From an optimization exercise on the open Yosys and OpenROAD flow, aimed at small area, a short achievable clock period and few clock cycles; shortcuts taken in it are not production practice.
Only simulation tests tie the RTL to the original design; equivalence was not proved.
No activity file was given, so power comes from the tool's default toggle rates.

==> flow/design.v <==
module nasa_fa (
    input  wire       clk,
    input  wire       rst,
    input  wire       in_valid,
    input  wire [7:0] in_data,
    output wire       in_ready,
    output reg        pl_valid,
    output reg  [7:0] pl_data,
    output reg        pl_last,
    output reg        pl_empty
);
    localparam [7:0] STX = 8'h32;
    localparam [7:0] ETX = 8'h34;
    localparam [1:0] S_SRCH = 2'd0, S_L1 = 2'd1, S_L2 = 2'd2, S_BODY = 2'd3;
    localparam [1:0] E_IDLE = 2'd0, E_H1 = 2'd1, E_H2 = 2'd2, E_PAY = 2'd3;
    function [3:0] bcls(input [7:0] b);
        bcls = {(b >= 8'd4) && (b <= 8'd126), b == ETX, b == 8'd0, b == STX};
    endfunction
    function [15:0] crc_step(input [15:0] c_in, input [7:0] b);
        integer i;
        reg [15:0] c;
        begin
            c = c_in ^ {b, 8'h00};
            for (i = 0; i < 8; i = i + 1)
                c = c[15] ? ({c[14:0], 1'b0} ^ 16'h1021) : {c[14:0], 1'b0};
            crc_step = c;
        end
    endfunction
    reg  [1023:0] ring;
    reg  [3:0]    f0, f127;             
    wire [7:0]    r0   = ring[7:0];
    wire [7:0]    r31  = ring[255:248];
    wire [7:0]    r63  = ring[511:504];
    wire [7:0]    r95  = ring[767:760];
    wire [7:0]    r126 = ring[1015:1008];
    wire [7:0]    r127 = ring[1023:1016];
    reg           in_ready_q;
    wire          ins = in_valid && in_ready_q;
    always @(posedge clk) begin
        ring <= {ring[1015:0], ins ? in_data : r127};
        f127 <= bcls(r126);
        f0   <= ins ? bcls(in_data) : f127;
    end
    assign in_ready = in_ready_q;
    reg  [6:0]  ph;         
    reg  [6:0]  tail;       
    reg         uany;       
    reg  [6:0]  d;          
    reg         d0, d127;   
    reg  [1:0]  st;
    reg  [6:0]  cs;         
    reg         hi_ok;      
    reg  [6:0]  rem;        
    reg         last_q;     
    reg  [15:0] crc;
    reg         crcz;       
    reg         nv_v;       
    reg         b1_stx, b1_zero, b2_stx;    
    reg  [6:0]  fq0, fq1, fq2, fq3;
    reg  [1:0]  fwp, frp;
    reg  [3:0]  focc;       
    reg  [1:0]  es;
    reg  [1:0]  etap;
    reg  [6:0]  ecnt;
    reg         ezero, eone;    
    wire        fne    = focc[0];
    wire        ffull  = focc[3];
    wire [7:0]  x      = d127 ? r0 : r127;
    wire [3:0]  xf     = d127 ? f0 : f127;
    wire        x_stx  = xf[0];
    wire        x_zero = xf[1];
    wire        x_etx  = xf[2];
    wire        x_len  = xf[3];
    wire        ok_frame = x_etx && crcz;
    wire        body_end = (st == S_BODY) && last_q;
    wire        stall  = ffull && body_end && ok_frame;
    wire        sc_go  = uany && (d0 || d127) && !stall;
    wire        nv_now   = b2_stx && b1_zero && x_len;
    wire        do_push  = sc_go && body_end && ok_frame;
    wire        jump     = sc_go && body_end && !ok_frame && (nv_v || nv_now);
    wire [6:0]  phm1     = ph - 7'd1;
    wire [6:0]  sp       = d127 ? phm1 : ph;
    wire [6:0]  dj       = nv_v ? cs - ph : d - 7'd3;
    reg  [1:0]  st_n;
    reg  [1:0]  cs_sel;     
    always @* begin
        st_n   = st;
        cs_sel = 2'd0;
        if (sc_go) begin
            case (st)
                S_SRCH: if (x_stx) begin cs_sel = 2'd1; st_n = S_L1; end
                S_L1:   st_n = S_L2;
                S_L2: begin
                    if (hi_ok && x_len)  st_n = S_BODY;
                    else if (b1_stx)     begin cs_sel = 2'd2; st_n = S_L2; end
                    else if (x_stx)      begin cs_sel = 2'd1; st_n = S_L1; end
                    else                 st_n = S_SRCH;
                end
                S_BODY: begin
                    if (!last_q)                         st_n = S_BODY;
                    else if (ok_frame || nv_v || nv_now) st_n = S_SRCH;
                    else if (b1_stx)     begin cs_sel = 2'd2; st_n = S_L2; end
                    else if (x_stx)      begin cs_sel = 2'd1; st_n = S_L1; end
                    else                 st_n = S_SRCH;
                end
            endcase
        end
    end
    wire        rebase = ins && !uany;
    wire [6:0]  ph_n   = ph + 7'd1;
    wire        ph_tail = (ph == tail);
    wire        sp_tail = d127 ? (phm1 == tail) : ph_tail;
    wire        uany_n  = jump || ins || (uany && !(sc_go && sp_tail));
    reg  [7:0]  etb;
    always @* begin
        case (etap)
            2'd0:    etb = r31;
            2'd1:    etb = r63;
            2'd2:    etb = r95;
            default: etb = r127;
        endcase
    end
    reg  [6:0]  front;
    always @* begin
        case (frp)
            2'd0:    front = fq0;
            2'd1:    front = fq1;
            2'd2:    front = fq2;
            default: front = fq3;
        endcase
    end
    wire        e_start = (es == E_IDLE) && fne && (front[4:0] == ph[4:0]);
    wire        e_pop   = (es == E_PAY) && (ezero || eone);
    wire        cand    = (st != S_SRCH);
    wire        empty   = !cand && !uany && !fne;
    wire        jump_mb = (st == S_BODY) && last_q && (nv_v || b2_stx);
    wire        nfne_n  = !focc[0] || (!focc[1] && e_pop);
    wire        blk_n   = nfne_n && ((cand && cs == ph_n) ||
                                     (uany && (d0 || d == 7'd1 || jump_mb) && r126 == STX));
    wire        in_ready_n = (empty || ins || ph_tail) && !blk_n;
    always @(posedge clk) begin
        if (rst) begin
            ph         <= 7'd0;
            uany       <= 1'b0;
            st         <= S_SRCH;
            focc       <= 4'd0;
            fwp        <= 2'd0;
            frp        <= 2'd0;
            es         <= E_IDLE;
            in_ready_q <= 1'b1;
            pl_valid   <= 1'b0;
            pl_last    <= 1'b0;
            pl_empty   <= 1'b0;
        end else begin
            ph         <= ph_n;
            uany       <= uany_n;
            st         <= st_n;
            in_ready_q <= in_ready_n;
            if (do_push && !e_pop)      focc <= {focc[2:0], 1'b1};
            else if (e_pop && !do_push) focc <= {1'b0, focc[3:1]};
            if (do_push) fwp <= fwp + 2'd1;
            if (e_pop)   frp <= frp + 2'd1;
            pl_valid <= (es == E_PAY);
            pl_last  <= (es == E_PAY) && (ezero || eone);
            pl_empty <= (es == E_PAY) && ezero;
            case (es)
                E_IDLE:  if (e_start) es <= E_H1;
                E_H1:    es <= E_H2;
                E_H2:    es <= E_PAY;
                default: if (ezero || eone) es <= E_IDLE;
            endcase
        end
    end
    always @(posedge clk) begin
        if (ins) tail <= ph;
        if (jump) begin
            d    <= dj;
            d0   <= (dj == 7'd0);
            d127 <= (dj == 7'd127);
        end else if (sc_go) begin
        end else if (rebase) begin
            d    <= 7'd127;
            d0   <= 1'b0;
            d127 <= 1'b1;
        end else begin
            d    <= d - 7'd1;
            d0   <= (d == 7'd1);
            d127 <= d0;
        end
        case (cs_sel)
            2'd1: cs <= sp;
            2'd2: cs <= sp - 7'd1;
            default: ;
        endcase
        if (sc_go) begin
            b2_stx  <= b1_stx;
            b1_stx  <= x_stx;
            b1_zero <= x_zero;
            if (st == S_L1 || (cs_sel == 2'd2)) hi_ok <= x_zero;
            if (st == S_L2) begin
                rem    <= x[6:0] - 7'd1;
                last_q <= 1'b0;
                crc    <= 16'd0;
                crcz   <= 1'b1;
                nv_v   <= 1'b0;
            end
            if (st == S_BODY) begin
                if (nv_now) nv_v <= 1'b1;
                crc    <= crc_step(crc, x);
                crcz   <= (crc_step(crc, x) == 16'd0);
                rem    <= rem - 7'd1;
                last_q <= (rem == 7'd2);
            end
        end
        if (do_push) begin
            case (fwp)
                2'd0:    fq0 <= cs;
                2'd1:    fq1 <= cs;
                2'd2:    fq2 <= cs;
                default: fq3 <= cs;
            endcase
        end
        case (es)
            E_IDLE: etap <= ~(front[6:5] - ph[6:5]);
            E_H2: begin
                ecnt  <= etb[6:0] - 7'd4;
                ezero <= (etb == 8'd4);
                eone  <= (etb == 8'd5);
            end
            E_PAY: begin
                ecnt  <= ecnt - 7'd1;
                eone  <= (ecnt == 7'd2);
            end
            default: ;
        endcase
        pl_data <= etb;
    end
endmodule
==> flow/config.mk <==
export PLATFORM = sky130hd
export DESIGN_NAME = nasa_fa
export DESIGN_NICKNAME = nasa_fa
export VERILOG_FILES = /design/flow/design.v
export SDC_FILE = /design/flow/constraint.sdc
export NUM_CORES = 4
export LEC_CHECK = 0
export ABC_CLOCK_PERIOD_IN_PS = 3000
export CAP_MARGIN = 20
export CORE_MARGIN = 2
export CORE_UTILIZATION = 40
export CTS_BUF_LIST = sky130_fd_sc_hd__clkbuf_8
export CTS_CLUSTER_DIAMETER = 60
export CTS_CLUSTER_SIZE = 18
export SLEW_MARGIN = 20
==> flow/constraint.sdc <==
create_clock -name core_clock -period 10.0 [get_ports {clk}]
set_input_delay 2.0000 -clock core_clock [delete_from_list [all_inputs] [get_ports {clk}]]
set_output_delay 2.0000 -clock core_clock [all_outputs]
set_load 0.01 [all_outputs]
standard.sh (not shown) runs the stock make flow with config.mk's settings and CLKGATE_MAP_FILE= SYNTH_SCRIPT=/design/flow/synth_recipe.tcl, a recipe that flattens the netlist after the stock synthesis.
==> flow/flow/run.sh <==
#!/bin/bash
# Own flow: the standard layout (standard.sh), unchanged synthesis, with
# two changes for the later steps: the port buffers are buf_4 cells instead
# of the smallest buffer, and timing repair aims at a larger setup margin.
set -euo pipefail
bash standard.sh synth > synth.log 2>&1
export SETUP_SLACK_MARGIN=7
export BUFFER_PORTS_ARGS="-buffer_cell sky130_fd_sc_hd__buf_4"
bash standard.sh > layout.log 2>&1
Testbench counts at the start, summed over its fixed seeds: cycles 18,671.
Edit:
--- a/flow/design.v
+++ b/flow/design.v
@@ -46,4 +46,5 @@
     reg  [6:0]  tail;       
     reg         uany;       
+    reg  [6:0]  sp;         
     reg  [6:0]  d;          
     reg         d0, d127;   
@@ -56,4 +57,5 @@
     reg         crcz;       
     reg         nv_v;       
+    reg  [6:0]  nv;         
     reg         b1_stx, b1_zero, b2_stx;    
     reg  [6:0]  fq0, fq1, fq2, fq3;
@@ -79,7 +81,5 @@
     wire        do_push  = sc_go && body_end && ok_frame;
     wire        jump     = sc_go && body_end && !ok_frame && (nv_v || nv_now);
-    wire [6:0]  phm1     = ph - 7'd1;
-    wire [6:0]  sp       = d127 ? phm1 : ph;
-    wire [6:0]  dj       = nv_v ? cs - ph : d - 7'd3;
+    wire [6:0]  jtgt     = nv_v ? nv : sp - 7'd2;
     reg  [1:0]  st_n;
     reg  [1:0]  cs_sel;     
@@ -109,7 +109,5 @@
     wire        rebase = ins && !uany;
     wire [6:0]  ph_n   = ph + 7'd1;
-    wire        ph_tail = (ph == tail);
-    wire        sp_tail = d127 ? (phm1 == tail) : ph_tail;
-    wire        uany_n  = jump || ins || (uany && !(sc_go && sp_tail));
+    wire        uany_n = jump || ins || (uany && !(sc_go && sp == tail));
     reg  [7:0]  etb;
     always @* begin
@@ -138,5 +136,5 @@
     wire        blk_n   = nfne_n && ((cand && cs == ph_n) ||
                                      (uany && (d0 || d == 7'd1 || jump_mb) && r126 == STX));
-    wire        in_ready_n = (empty || ins || ph_tail) && !blk_n;
+    wire        in_ready_n = (empty || ins || ph == tail) && !blk_n;
     always @(posedge clk) begin
         if (rst) begin
@@ -175,9 +173,12 @@
         if (ins) tail <= ph;
         if (jump) begin
-            d    <= dj;
-            d0   <= (dj == 7'd0);
-            d127 <= (dj == 7'd127);
+            sp   <= jtgt;
+            d    <= jtgt - ph_n;
+            d0   <= nv_v ? (nv == ph_n) : (d == 7'd3);
+            d127 <= nv_v ? (nv == ph)   : (d == 7'd2);
         end else if (sc_go) begin
+            sp   <= sp + 7'd1;
         end else if (rebase) begin
+            sp   <= ph;
             d    <= 7'd127;
             d0   <= 1'b0;
@@ -206,5 +207,8 @@
             end
             if (st == S_BODY) begin
-                if (nv_now) nv_v <= 1'b1;
+                if (nv_now && !nv_v) begin
+                    nv_v <= 1'b1;
+                    nv   <= sp - 7'd2;
+                end
                 crc    <= crc_step(crc, x);
                 crcz   <= (crc_step(crc, x) == 16'd0);
@@ -234,5 +238,5 @@
             default: ;
         endcase
-        pl_data <= etb;
+        if (es == E_PAY) pl_data <= etb;
     end
 endmodule
- The changed run completed without violations
- wire length grows by 6.2%
- clock power grows by about 2%
- setup slack is worse by 120 ps
- utilization grows by 0.13 points
- register-to-register slack is better by 250 ps
- via count grows by 2.5%
- first-iteration DRC count grows by 14%
- die area grows by about 2.3%
- hold slack is better by 4.4 ps
- critical path depth stays the same
- global-route usage grows by 0.26 points
- design area grows by about 2.6%
- clock-buffer cell count shrinks by 1
Testbench counts after the change, summed over its fixed seeds: cycles 18,671.

[afterwards: timing with drivers on the ports]
How much do the figures lean on ideal ports? The routed layouts below were timed once more, with nothing changed but the port constraints.
Step 1 (the two cells are an assumption about what drives the block):
set clk [get_ports {clk}]
set_driving_cell -lib_cell sky130_fd_sc_hd__clkbuf_16 $clk
set_driving_cell -lib_cell sky130_fd_sc_hd__buf_2 [delete_from_list [all_inputs] $clk]
Step 2 also shifts input and output timing later by t, the mid clock arrival at the registers, as if the neighbouring blocks saw the same clock.
Slacks: no drivers / after step 1 / after step 2; pairs: no drivers / after step 1.
run | t (ns) | setup slack, ns | worst hold slack (ns) | worst setup path at the end
the first run | 0.716 | 6.805 / 6.750 / 6.460 | 0.307 / 0.307 / 0.307 | input to register
the second run | 0.744 | 6.686 / 6.627 / 6.430 | 0.311 / 0.311 / 0.311 | input to register
After both steps setup and hold are still met in every run listed. For the first run, which loses most, drivers alone change the setup slack by -0.055 ns; drivers and shift together by -0.345 ns.
